This is an optimization exercise on Yosys and OpenROAD, whose aim is small area, a short achievable clock period and few clock cycles per item, not a production implementation.
At most, simulation tests tie the RTL to the original design; equivalence was not proved.
No functional check of the RTL was part of runs 2 and 3.
Power is estimated from default activity; no workload was simulated.

**design.v**
```verilog
module tpe_fparse (
    input  wire         clk,
    input  wire         rst,
    input  wire         in_valid,
    input  wire [7:0]   in_data,
    input  wire         in_last,
    output wire         in_ready,
    output reg          out_valid,
    input  wire         out_ready,
    output reg          out_end,
    output wire [7:0]   out_kind,
    output reg          out_success,
    output reg  [31:0]  out_word,
    output wire [15:0]  out_period,
    output wire         out_flag,
    output reg  [103:0] out_temps,
    output reg  [15:0]  out_cursor
);
    localparam [7:0]  SYNC0       = 8'hCA;
    localparam [7:0]  SYNC1       = 8'hFE;
    localparam [15:0] CRC_POLY    = 16'h1021;
    localparam [15:0] CRC_INIT    = 16'hFFFF;
    function [15:0] crc_byte;
        input [15:0] c_in;
        input [7:0]  b;
        reg   [15:0] c;
        integer      i;
        begin
            c = c_in ^ {b, 8'h00};
            for (i = 0; i < 8; i = i + 1)
                c = c[15] ? ((c << 1) ^ CRC_POLY) : (c << 1);
            crc_byte = c;
        end
    endfunction
    reg  [8:0]  fidx;          
    reg  [8:0]  lastidx;       
    reg         recq;          
    reg         stopped;       
    reg  [15:0] crc_rx;
    reg  [15:0] crc;
    reg  [2:0]  kind;
    reg         chk;           
    reg         lastp;         
    reg         fresh;         
    reg         end_pending;
    reg         end_zero;      
    assign out_kind   = {5'd0, kind};
    assign out_period = out_temps[15:0];
    assign out_flag   = |out_word[7:0];
    wire out_free = !out_valid || out_ready;
    assign in_ready = out_free && !lastp;
    wire take = in_valid && in_ready;
    wire fidx_hi = |fidx[8:3];
    wire type_ok = (in_data[7:3] == 5'd0) && (in_data[2:0] != 3'd0) && (in_data[2:0] != 3'd7);
    reg  hdr_bad;
    always @(*) begin
        case (fidx)
            9'd0:    hdr_bad = (in_data != SYNC0);
            9'd1:    hdr_bad = (in_data != SYNC1);
            9'd4:    hdr_bad = !type_ok;
            default: hdr_bad = 1'b0;
        endcase
    end
    wire frame_done = (fidx == 9'd6) ? (in_data == 8'd0)
                                     : ((fidx_hi || fidx[2:0] == 3'd7) && fidx == lastidx);
    reg  rec_len_ok;
    always @(*) begin
        case (kind)
            3'd4:    rec_len_ok = (in_data >= 8'd17);
            3'd3:    rec_len_ok = (in_data >= 8'd6);
            3'd6:    rec_len_ok = (in_data != 8'd0);
            default: rec_len_ok = 1'b1;
        endcase
    end
    wire        crc_ok   = chk && (crc == crc_rx);
    wire        rec_b    = crc_ok && recq;
    wire [15:0] base     = fresh ? 16'd0 : out_cursor;
    wire [15:0] endval   = crc_ok ? base + {7'd0, lastidx} + 16'd1 : base;
    integer k;
    always @(posedge clk) begin
        case (fidx)
            9'd2: crc_rx[7:0]  <= in_data;
            9'd3: crc_rx[15:8] <= in_data;
            9'd4: kind         <= in_data[2:0];
            9'd5: out_success  <= (in_data != 8'd0);
            9'd6: begin
                lastidx <= {1'b0, in_data} + 9'd6;
                recq    <= rec_len_ok;
            end
            default: ;
        endcase
        for (k = 0; k < 4; k = k + 1)
            if (fidx == 9'd7 + k) out_word[8*k +: 8] <= in_data;
        for (k = 0; k < 13; k = k + 1)
            if (fidx == 9'd11 + k) out_temps[8*k +: 8] <= in_data;
        if (fidx < 9'd4)
            crc <= CRC_INIT;
        else if (take)
            crc <= crc_byte(crc, in_data);
    end
    always @(posedge clk) begin
        if (rst) begin
            fidx        <= 9'd0;
            stopped     <= 1'b0;
            chk         <= 1'b0;
            lastp       <= 1'b0;
            fresh       <= 1'b1;
            end_pending <= 1'b0;
            end_zero    <= 1'b0;
            out_valid   <= 1'b0;
        end else begin
            chk   <= take && frame_done && !stopped;
            lastp <= take && in_last;
            if (take) begin
                if (in_last || frame_done)
                    fidx <= 9'd0;
                else
                    fidx <= fidx + 9'd1;
            end
            if (take && in_last)
                stopped <= 1'b0;
            else if ((take && !stopped && hdr_bad) || (chk && !crc_ok && !lastp))
                stopped <= 1'b1;
            if (crc_ok)
                fresh <= 1'b0;
            if (lastp)
                fresh <= 1'b1;
            if (out_free) begin
                if (end_pending) begin
                    out_valid   <= 1'b1;
                    out_end     <= 1'b1;
                    if (end_zero)
                        out_cursor <= 16'd0;
                    end_pending <= lastp;
                    end_zero    <= 1'b1;
                end else if (rec_b) begin
                    out_valid   <= 1'b1;
                    out_end     <= 1'b0;
                    out_cursor  <= endval;
                    end_pending <= lastp;
                    end_zero    <= 1'b0;
                end else if (lastp) begin
                    out_valid   <= 1'b1;
                    out_end     <= 1'b1;
                    out_cursor  <= endval;
                end else begin
                    out_valid   <= 1'b0;
                    if (crc_ok)
                        out_cursor <= endval;
                end
            end else begin
                if (lastp) begin
                    end_pending <= 1'b1;
                    end_zero    <= out_end;
                    if (!out_end)
                        out_cursor <= endval;
                end else if (crc_ok)
                    out_cursor <= endval;
            end
        end
    end
endmodule
```
**run.sh**
```bash
#!/bin/bash
# synth_recipe.tcl (not shown) runs the flow's synth.tcl, then flattens the netlist and writes it again
# the make line also repeats each setting of config.mk as NAME=value (left out here)
make -C /OpenROAD-flow-scripts/flow DESIGN_CONFIG=/design/flow/config.mk WORK_HOME=/design/flow/orfs CLKGATE_MAP_FILE= SYNTH_SCRIPT=/design/flow/synth_recipe.tcl finish
```
**config.mk**
```make
export PLATFORM = sky130hd
export DESIGN_NAME = tpe_fparse
export DESIGN_NICKNAME = tpe_fparse
export VERILOG_FILES = /design/flow/design.v
export SDC_FILE = /design/flow/constraint.sdc
export NUM_CORES = 4
export LEC_CHECK = 0
export CAP_MARGIN = 20
export CORE_MARGIN = 2
export CORE_UTILIZATION = 40
export SLEW_MARGIN = 20
```
**constraint.sdc**
```tcl
create_clock -name core_clock -period 4.5 [get_ports {clk}]
set_input_delay 0.9000 -clock core_clock [delete_from_list [all_inputs] [get_ports {clk}]]
set_output_delay 0.9000 -clock core_clock [all_outputs]
set_load 0.01 [all_outputs]
```
==> metrics.cfg, run 1 <==
[cts]
cts_hold_buf = 0
cts_buffers = 24
postCtsSetupBuffers = 0
path_clk_slew_ps = 60
cts_sinks = 215
cts-resized-gates = 0
clock_path_buffers = 3
cts_root_buf = clkbuf_16
tritoncts = yes
clk-insertion-delay-late_ps = 530
cts_max_level = 1

[final_layout]
drive_above_1_share = 0.0844
stdcell_count = 1157
diodes = 0
final_nets = 883
syn_to_final_growth_pct = 32.7
final_common_cell = clkdlybuf4s50_1
layout_common_cells = clkdlybuf4s50_1, edfxtp_1, nand2_1

[routing]
route.detailed.drc = 0
vias = 6051
drtAntennaViolNets = 0
via_per_inst = 5.23
drtPass1Iterations = 5
wirelength_um = 23800
drt-initial-drc-count = 397
routedWlPerCell_um = 20.5

[synthesis]
synthTopCellsByArea = edfxtp_1, dfxtp_1, xnor2_1
synth_warnings = 1
synth-edff-count = 183
synth_seq_area_share = 0.682
avgSynthCellArea_um2 = 13.3
ys_types = 69
synthArstFlopShare = 0
ys.flop_type = edfxtp_1
synthDominantCellAreaShare = 0.610
postSynthCellCount = 678
synth-seq-cells = 215
synth_top_area_cell = edfxtp_1
netlist_area_um2 = 9000

[pwr]
power_switching_uw = 909
p_leak_uw = 0.00406
combPwrFrac = 0.045
p_int_uw = 3500
power_uw = 4400
sw_frac_of_total = 0.206
p_per_area_nw_per_um2 = 369
clkPwrFrac = 0.456
seqPwrFrac = 0.499
ir_worst_vdd_v = 0.000379

[floorplanning]
num_io_pins = 194
dieArea_um2 = 23700
die_w_um = 154
core_um2 = 22000
die_y_um = 154
rows = 54
start_util = 0.410

[place]
gp_congestion = 0.848
dp.final_hpwl_um = 16400
dpl.cell_count = 1113
io_buffers = 188

[grt]
grt_max_degree = 28
grt.total_usage = 0.197
antenna_found_initial = 0
grt_pass1_vias = 6106
grt_pass1_wl_um = 36200
overflow = 0

[hold_path]
hold_class = reg -> reg

[timing]
setup_viol = 0
worstMarginPinSlew_ps = 1030
hold_viol_final = 0
finalMaxSlewViolations = 0
rsz0062_at_grt = false
min_period_ps = 3360
relSlewSlack = 0.310
setup_tns_ps = 0
fmax_mhz = 298
period_share = 0.746
worst_clock_skew_ps = 28.6

[critical_path]
worstPathMaxFanout = 20
crit_path_end_kind = register
start_kind = register
critical_path_required_ps = 4800
critPathArrivalTime_ps = 3660
crit_type = reg -> reg

[run]
drv_cap = 0

[run_status]
status = timing/DRC/antenna clean

[path summary, 6_finish.rpt]
path | startpoint | end | slack, ps | cells after the start
worst min register to register | stopped | chk | 440 | 1
worst max-delay path | fresh | out_cursor[14] | 1140 | 12
worst min-delay path | stopped | chk | 440 | 1
worst max register to register | fresh | out_cursor[14] | 1140 | 12
[Yosys cell counts (all sizes together) (2+ instances only)]
master	number
a211o	2
a211oi	8
a21boi	2
a21o	4
a21oi	17
a22oi	2
a311oi	3
a31oi	6
and2	2
and3	6
buf	27
clkbuf	25
dfxtp	32
edfxtp	183
ha	11
inv	21
nand2	67
nand2b	5
nand3	18
nand3b	2
nand4	11
nor2	50
nor2b	7
nor3	15
nor3b	4
nor4	6
o211ai	15
o21a	2
o21ai	19
o311ai	2
o31ai	3
o41ai	2
or2	3
or3	8
or4	2
xnor2	54
xor2	13
[sequential cells by signal, summed over array words and instances (netlist names), 3 cells and up]
register / cells
out_cursor: 16
crc_rx: 16
lastidx: 9
fidx: 9
out_word: 32
out_temps: 104
crc: 16
kind: 3
[cells by family (layout without fill, tap and decap cells)]
family                   Yosys count  after routing  synth area share
buffers and inverters             73            268            0.0406
XOR/XNOR                          67             67            0.0652
flip-flops                       215            215             0.682
AO/OA/AOI/OAI                    101            101            0.0812
multiplexers                       2              2           0.00236
other                              1              5          0.000417
AND/OR/NAND/NOR                  207            207             0.112
adder cells (fa/ha/maj)           12             12            0.0165
[power by group through the flow]
stage | Clock [uW] | Combinational [uW] | Sequential (uW)
CTS | 2050 | 198 | 2200
global placement | 0 | 193 | 2240
finish | 2010 | 197 | 2200
floorplan | 0 | 104 | 2240
detailed placement | 0 | 197 | 2240
global route | 2120 | 217 | 2200
[routing by layer]
layer / GRT usage / routed length, um / vias up
met1: 0.253 / 9880 / 2993
met2: 0.336 / 11700 / 215
met4: 0.0454 / 503 / 0
met5: 0 / 0 / -
li1: - / - / 2806
met3: 0.0502 / 1660 / 37
[layout make-up]
type	instances	area, um^2
clock inverter	6	41.3
sequential	215	6140
tap	280	350
multi-input combinational	394	2540
inverter	21	78.8
fill	1808	10000
timing repair buffer	203	1990
clock buffer	38	811
[critical path: stages (launching register included)]
cell	delay, ps
dfxtp_1	490
buf_4	290
nand2b_1	220
xnor2_1	150
ha_1	220
nand3_1	100
a21boi_0	240
o311ai_0	170
a32oi_1	300
a31oi_1	230
nor3_1	300
xnor2_1	120
a311oi_1	310
[stage by stage]
step	setup WS [ps]	area, um^2	util	hold WS, ps
CTS	1160	11900	0.544	430
finish	1140	11900	0.544	439
floorplan	1480	9020	-	397
global route	884	11900	0.544	450
global placement	1260	11100	0.505	422
detailed placement	1180	11100	0.505	421
Testbench counts, summed over its fixed seeds: cycles 60,390, bytes 59,167.
==> inputs of run 2 (changes only) <==
--- a/design.v
+++ b/design.v
@@ -75,6 +75,6 @@
     wire        crc_ok   = chk && (crc == crc_rx);
     wire        rec_b    = crc_ok && recq;
-    wire [15:0] base     = fresh ? 16'd0 : out_cursor;
-    wire [15:0] endval   = crc_ok ? base + {7'd0, lastidx} + 16'd1 : base;
+    wire [15:0] endval   = crc_ok ? out_cursor + {7'd0, lastidx} + 16'd1
+                                  : (fresh ? 16'd0 : out_cursor);
     integer k;
     always @(posedge clk) begin
@@ -122,5 +122,5 @@
             else if ((take && !stopped && hdr_bad) || (chk && !crc_ok && !lastp))
                 stopped <= 1'b1;
-            if (crc_ok)
+            if (take && fidx == 9'd1)
                 fresh <= 1'b0;
             if (lastp)
@@ -148,4 +148,6 @@
                     if (crc_ok)
                         out_cursor <= endval;
+                    else if (take && fidx == 9'd1 && fresh)
+                        out_cursor <= 16'd0;
                 end
             end else begin
--- a/config.mk
+++ b/config.mk
@@ -6,6 +6,8 @@
 export NUM_CORES = 4
 export LEC_CHECK = 0
+export ABC_CLOCK_PERIOD_IN_PS = 2000
 export CAP_MARGIN = 20
 export CORE_MARGIN = 2
 export CORE_UTILIZATION = 40
+export SETUP_SLACK_MARGIN = 2.3
 export SLEW_MARGIN = 20
==> run 2 against run 1 <==
  * Sequential share of layout area shrank 1.5 points
  * Worst hold slack lost 7.9 ps
  * Critical path type is now reg -> out
  * Via count shrank 1.0%
  * Fmax grew 41%
  * Synthesized cell count shrank 8.0%
  * Utilization grew 2.4 points
  * Still clean on timing, DRC and antenna
  * Largest power group unchanged
  * Largest cell class unchanged
  * Sequential power is essentially flat
==> metrics.cfg, run 2 <==
[final_layout]
layout_common_cells = edfxtp_1, dlygate4sd2_1, buf_4
reg_top3 = out_temps x104, out_word x32
final_common_cell = edfxtp_1
top_register = out_temps
syn_to_final_growth_pct = 40.0
fill_cells = 1798  ; -0.55%
multi_input_area_um2 = 2750  ; +8.4%
largest_reg_flops = 104  ; unchanged
register_area_um2 = 6150  ; +0.24%
final_nets = 902  ; +2.2%
drive_above_1_share = 0.220  ; +0.135
final_core_util = 0.568  ; +0.0242

[cts]
tritoncts = yes
cts_sinks = 215  ; unchanged
cts_buffers = 23  ; -4.2%
cts_max_level = 1  ; unchanged
path_clk_slew_ps = 60  ; about the same
clk-insertion-delay-late_ps = 510  ; -20 ps
clock_path_buffers = 3  ; unchanged
cts_root_buf = clkbuf_16
cts_hold_buf = 0  ; unchanged

[timing]
worst_clock_skew_ps = 16.6  ; -12.1 ps
worstMarginPinSlew_ps = 709  ; -319 ps
setup_viol = 0  ; unchanged
fin_ws_ps = 2120  ; +983 ps
setup_tns_ps = 0  ; unchanged
finalMaxSlewViolations = 0  ; unchanged
period_share = 0.528  ; -0.218
min_period_ps = 2380  ; -983 ps
fmax_mhz = 421  ; +41%
rsz0062_at_grt = true
hold_viol_final = 0  ; unchanged
relSlewSlack = 0.528  ; +0.218

[routing]
drt-initial-drc-count = 328  ; -17%
wirelength_um = 23000  ; -3.2%
route.detailed.drc = 0  ; unchanged
routedWlPerCell_um = 19.7  ; -4.2%
via_per_inst = 5.12  ; -2.0%
vias = 5990  ; -1.0%
drtAntennaViolNets = 0  ; unchanged
drtPass1Iterations = 4  ; -1

[synthesis]
synth-seq-cells = 215  ; unchanged
synthDominantCellAreaShare = 0.624  ; +0.0136
synth_seq_area_share = 0.697  ; +0.0152
yosysMostFrequentCell = edfxtp_1
synthArstFlopShare = 0  ; unchanged
ys_top_cells_by_count = edfxtp_1, nand2_1, xnor2_1
synth-edff-count = 183  ; unchanged
ys.flop_type = edfxtp_1
netlist_area_um2 = 8810  ; -2.2%
ys_types = 59  ; -14%
avgSynthCellArea_um2 = 14.1  ; +6.3%
synth_top_area_cell = edfxtp_1
synthTopCellsByArea = edfxtp_1, dfxtp_1, xnor2_1
synth_warnings = 1  ; unchanged
postSynthCellCount = 624  ; -8.0%

[critical_path]
reg2reg_to = out_cursor[12]
critPathLaunch = out_word[2]
reg2reg_slack_ps = 2180  ; +1040 ps
start_kind = register
critPathArrivalTime_ps = 1480  ; -2180 ps
reg2regPathDepth = 9  ; -3
critical_path_required_ps = 3600  ; -1200 ps
timing.rr.start = lastidx[0]
crit_path_end_kind = output pin
crit_type = reg -> out
worstPathMaxFanout = 2  ; -90%

[floorplanning]
core_um2 = 21700  ; -1.2%
dieArea_um2 = 23200  ; -2.1%
die_y_um = 152  ; -1.1%
die_w_um = 152  ; -1.1%
num_io_pins = 194  ; unchanged
start_util = 0.406  ; -0.00395
rows = 54  ; unchanged

[place]
dp.final_hpwl_um = 15600  ; -5.1%
place_ws_ps = 1190  ; +7.28 ps
io_buffers = 188  ; unchanged
gp_congestion = 0.934  ; +10%

[run]
drv_cap = 0  ; unchanged

[hold_path]
min-delay-start = stopped
holdPathEnd = chk
hold_class = reg -> reg
hold_depth = 1  ; unchanged

[pwr]
power_uw = 4280  ; -2.8%
p_per_area_nw_per_um2 = 347  ; -5.7%
p_leak_uw = 0.00464  ; +14%
ir_worst_vdd_v = 0.000183  ; -52%

[grt]
grt_pass1_vias = 5864  ; -4.0%
antenna_found_initial = 2  ; +2
grt.total_usage = 0.194  ; -0.00294
grt_max_degree = 27  ; -3.6%
grt_pass1_wl_um = 35500  ; -2.0%
overflow = 0  ; unchanged

[run_status]
status = timing/DRC/antenna clean

run 2: changes by cell type after synthesis, moves of 5 or more:
| cell | before | now |
|---|---|---|
| o21ai_0 | 17 | 10 |
| clkbuf_1 | 24 | 14 |
| ha_1 | 11 | 16 |
| nand2_1 | 67 | 55 |
| and2_1 | 2 | 18 |
| nor2_1 | 48 | 26 |
run 2: through the flow:
step / hold slack, ps / instance area [um^2] / std cells
after floorplan: 400 / 8880 / 628
after global placement: 417 / 10900 / 1067
after detailed placement: 422 / 10900 / 1067
after CTS: 430 / 11900 / 1135
after global routing: 466 / 12300 / 1169
final: 431 / 12300 / 1169
run 2: final cells by class:
cell class,instances,share of cell area
clock buffers,26,0.0476
clock inverters,14,0.0149
well taps,280,0.0284
multi-input cells,357,0.223
repair buffers,255,0.180
inverters,20,0.00609
flip-flops and latches,215,0.499
diodes,2,0.000406
run 2: critical path: stages, from the launching register on:
cell	delay, ps
edfxtp_1	430
nor4_2	280
nand2_1	110
buf_2	160
run 2: cell families (layout without fill, tap and decap cells):
kind of cell | Yosys count | after routing | share of synthesized area
buffers and inverters | 58 | 315 | 0.0341
xor gates and xnor gates | 63 | 63 | 0.0627
other | 1 | 7 | 0.000426
AOI/OAI and AO/OA | 81 | 82 | 0.0634
and+or+nand+nor | 185 | 186 | 0.113
adders and majority gates | 17 | 17 | 0.0250
muxes | 4 | 4 | 0.00469
DFF | 215 | 215 | 0.697
run 2: worst max path at each step:
stage | end | slack [ps] | depth (start not counted)
2_1_floorplan | stopped | 2140 | 7
3_3_place_gp | in_ready | 1290 | 4
3_5_place_dp | in_ready | 1190 | 4
4_1_cts | out_flag | 2080 | 3
5_1_grt | out_flag | 2100 | 3
6_report | out_flag | 2120 | 3
run 2: power breakdown:
group / leakage (uW) / switching [uW] / total (uW) / internal, uW
Sequential: 0.00191 / 8.09 / 2170 / 2160
Combinational: 0.00235 / 115 / 185 / 69.4
Clock: 0.000378 / 754 / 1930 / 1170
Total: 0.00464 / 877 / 4280 / 3410
run 2: metal layers:
metal / track usage / routed length [um] / vias to the layer above
met5: 0 / 0 / -
met4: 0.0481 / 435 / 0
met3: 0.0324 / 1460 / 34
met2: 0.322 / 11100 / 229
met1: 0.267 / 10000 / 2942
li1: - / - / 2785
run 2: repair_timing:
item | CTS | global route
setup buffers | 25 | 32
cloned | 3 | 0
pin swaps | 16 | 24
resized for setup | 245 | 59
setup endpoints to repair | 328 | 154
==> inputs of run 3 (changes only) <==
--- a/config.mk
+++ b/config.mk
@@ -6,8 +6,6 @@
 export NUM_CORES = 4
 export LEC_CHECK = 0
-export ABC_CLOCK_PERIOD_IN_PS = 2000
 export CAP_MARGIN = 20
 export CORE_MARGIN = 2
 export CORE_UTILIZATION = 40
-export SETUP_SLACK_MARGIN = 2.3
 export SLEW_MARGIN = 20
==> run 3 against run 2 <==
  * Still clean
  * Fmax shrank 29%
  * Register-to-register slack worse by 550 ps
  * Worst setup slack got worse by 960 ps
  * Via count down 4.7%
  * Synthesized cell count did not move
  * Combinational power shrank 12%
  * Final area is 5.7% lower
  * Sequential share of layout area is 2.9 points higher
  * Largest cell class unchanged
  * Largest power group unchanged
==> metrics.cfg, run 3 <==
[timing]
fmax_mhz = 300  ; -29%
worst_clock_skew_ps = 8.53  ; -8.03 ps
finalMaxSlewViolations = 0  ; unchanged
worstMarginPinSlew_ps = 1080  ; +369 ps
period_share = 0.741  ; +0.213
setup_tns_ps = 0  ; unchanged
hold_viol_final = 0  ; unchanged
min_period_ps = 3340  ; +959 ps
relSlewSlack = 0.275  ; -0.253
setup_viol = 0  ; unchanged
rsz0062_at_grt = false

[hold_path]
min-delay-start = stopped
hold_class = reg -> reg

[final_layout]
layout_common_cells = clkdlybuf4s50_1, edfxtp_1, nand2_1
top_register = out_temps
largest_reg_flops = 104  ; unchanged
drive_above_1_share = 0.0652  ; -0.155
reg_top3 = out_temps x104, out_word x32
final_core_util = 0.536  ; -0.0323
final_common_cell = clkdlybuf4s50_1
multi_input_area_um2 = 2380  ; -13%
fill_cells = 1779  ; -1.1%
register_area_um2 = 6140  ; -0.24%
final_nets = 842  ; -6.7%
syn_to_final_growth_pct = 32.0
diodes = 0  ; -2
stdcell_area_um2 = 11600  ; -5.7%

[synthesis]
synth_top_area_cell = edfxtp_1
synth-edff-count = 183  ; unchanged
ys_top_cells_by_count = edfxtp_1, nand2_1, xnor2_1
ys_types = 59  ; unchanged
synthDominantCellAreaShare = 0.624  ; unchanged
yosysMostFrequentCell = edfxtp_1
synth_warnings = 1  ; unchanged
synth-seq-cells = 215  ; unchanged
synthTopCellsByArea = edfxtp_1, dfxtp_1, xnor2_1
synth_seq_area_share = 0.697  ; unchanged
netlist_area_um2 = 8810  ; unchanged
avgSynthCellArea_um2 = 14.1  ; unchanged
ys.flop_type = edfxtp_1
postSynthCellCount = 624  ; unchanged
synthArstFlopShare = 0  ; unchanged

[routing]
drtAntennaViolNets = 0  ; unchanged
drtPass1Iterations = 7  ; +3
drt-initial-drc-count = 350  ; +6.7%
wirelength_um = 22400  ; -2.6%
via_per_inst = 5.15  ; +0.57%
vias = 5710  ; -4.7%
routedWlPerCell_um = 20.2  ; +2.7%
route.detailed.drc = 0  ; unchanged

[run_status]
status = timing/DRC/antenna clean

[cts]
cts_max_level = 1  ; unchanged
postCtsSetupBuffers = 0  ; -100%
cts_root_buf = clkbuf_16
cts-resized-gates = 0  ; -100%
cts_buffers = 22  ; -4.3%
path_clk_slew_ps = 60  ; about the same
cts_hold_buf = 0  ; unchanged
cts_sinks = 215  ; unchanged
tritoncts = yes
clk-insertion-delay-late_ps = 500  ; about the same
clock_path_buffers = 3  ; unchanged

[place]
io_buffers = 188  ; unchanged
postPlaceCellArea_um2 = 10900  ; -0.26%
gp_congestion = 0.910  ; -2.6%
dp.final_hpwl_um = 16000  ; +2.6%

[critical_path]
timing.rr.start = fidx[5]
reg2reg_slack_ps = 1630  ; -550 ps
start_kind = input pin
reg2reg_to = out_cursor[1]
worstPathMaxFanout = 8  ; +6
crit_path_end_kind = output pin
endpoint = in_ready
reg2regPathDepth = 6  ; -3
critPathArrivalTime_ps = 2440  ; +960 ps
critPathLaunch = out_ready
critical_path_required_ps = 3600  ; about the same
crit_type = in -> out

[grt]
antenna_found_initial = 2  ; unchanged
grt_max_degree = 36  ; +33%
overflow = 0  ; unchanged
grt.total_usage = 0.190  ; -0.00422
grt_pass1_vias = 5692  ; -2.9%
grt_pass1_wl_um = 34200  ; -3.9%

[pwr]
power_uw = 4140  ; -3.2%
p_leak_uw = 0.00399  ; -14%
ir_worst_vdd_v = 0.000263  ; +43%
p_per_area_nw_per_um2 = 356  ; +2.6%

[floorplanning]
die_y_um = 152  ; unchanged
rows = 54  ; unchanged
num_io_pins = 194  ; unchanged
core_um2 = 21700  ; unchanged
dieArea_um2 = 23200  ; unchanged
start_util = 0.406  ; unchanged
die_w_um = 152  ; unchanged

[run]
drv_cap = 0  ; unchanged

[run 3: routing by layer]
layer,track usage,vias up,share of wire
li1,-,2651,-
met1,0.247,2785,0.42
met2,0.322,243,0.49
met3,0.0441,27,0.072
met4,0.0485,4,0.015
met5,0,-,0.0010
[run 3: worst min-delay path by stage]
stage                      to  cells after the start
after global routing      chk                      1
after CTS                 chk                      1
after global placement    chk                      1
final                     chk                      1
after floorplan           chk                      1
after detailed placement  chk                      1
[run 3: report_power, final]
group / leakage [uW] / internal [uW] / switching (uW)
sequential: 0.00191 / 2170 / 8.38
clock: 0.000348 / 1060 / 750
combinational: 0.00173 / 57.4 / 106
[run 3: area by class of cell]
type	instances	share of cell area
clock buffer	27	0.0508
clock inverter	13	0.0114
inverter	20	0.00646
multi-input combinational	355	0.205
sequential	215	0.528
tap	280	0.0301
timing repair buffer	198	0.168
[run 3: cells by family (layout without fill, tap and decap cells)]
group,after synthesis,in the layout,share of synthesized area
flops,215,215,0.697
simple gates,185,185,0.113
compound gates,81,81,0.0634
xor+xnor,63,63,0.0627
buf+inv,58,258,0.0341
fa+ha+maj,17,17,0.0250
mux,4,4,0.00469
other cells,1,5,0.000426
[run 3: critical path, cell delays in order]
cell	delay, ps
clkdlybuf4s50_1	410
nor2b_1	410
nor2_1	190
clkdlybuf4s50_1	520
[run 3: stage by stage]
step                      instances  hold WS (ps)  setup WS [ps]
after floorplan                 628           400           2030
after global placement         1068           418           1170
after detailed placement       1068           428           1100
after CTS                      1108           435           1180
after global routing           1108           449           1020
final                          1108           436           1160

==> re-timing with driven ports <==
How much do the figures lean on ideal ports? The routed layouts below were timed once more, with nothing changed but the port constraints.
Step 1: set_driving_cell puts a clkbuf_16 on clk and a buf_2 on each other input, an assumption about the parent block.
Step 2, shift: input delay + t, output delay - t, t = (earliest + latest rising clock arrival at the registers) / 2. This alone moves slack from input paths to output paths.
a / b / c = ideal / step 1 / step 2; a / b = the first two.
| run | t, ns | slack for setup (ns) | hold WS [ns] | slew at the worst register clock pin (ns) | cell pins on the clock port's net |
|---|---|---|---|---|---|
| run 1 | 0.559 | 1.141 / 1.141 / 1.141 | 0.439 / 0.439 / 0.439 | 0.06 / 0.06 | 1 |
| run 2 | 0.552 | 2.124 / 2.076 / 1.658 | 0.431 / 0.431 / 0.431 | 0.07 / 0.07 | 1 |
| run 3 | 0.544 | 1.165 / 1.144 / 1.104 | 0.436 / 0.436 / 0.436 | 0.07 / 0.07 | 1 |
After both steps every run listed still meets setup and hold. The setup slack of run 2, which loses most, moves by -0.048 ns with the drivers and by -0.466 ns with both steps.
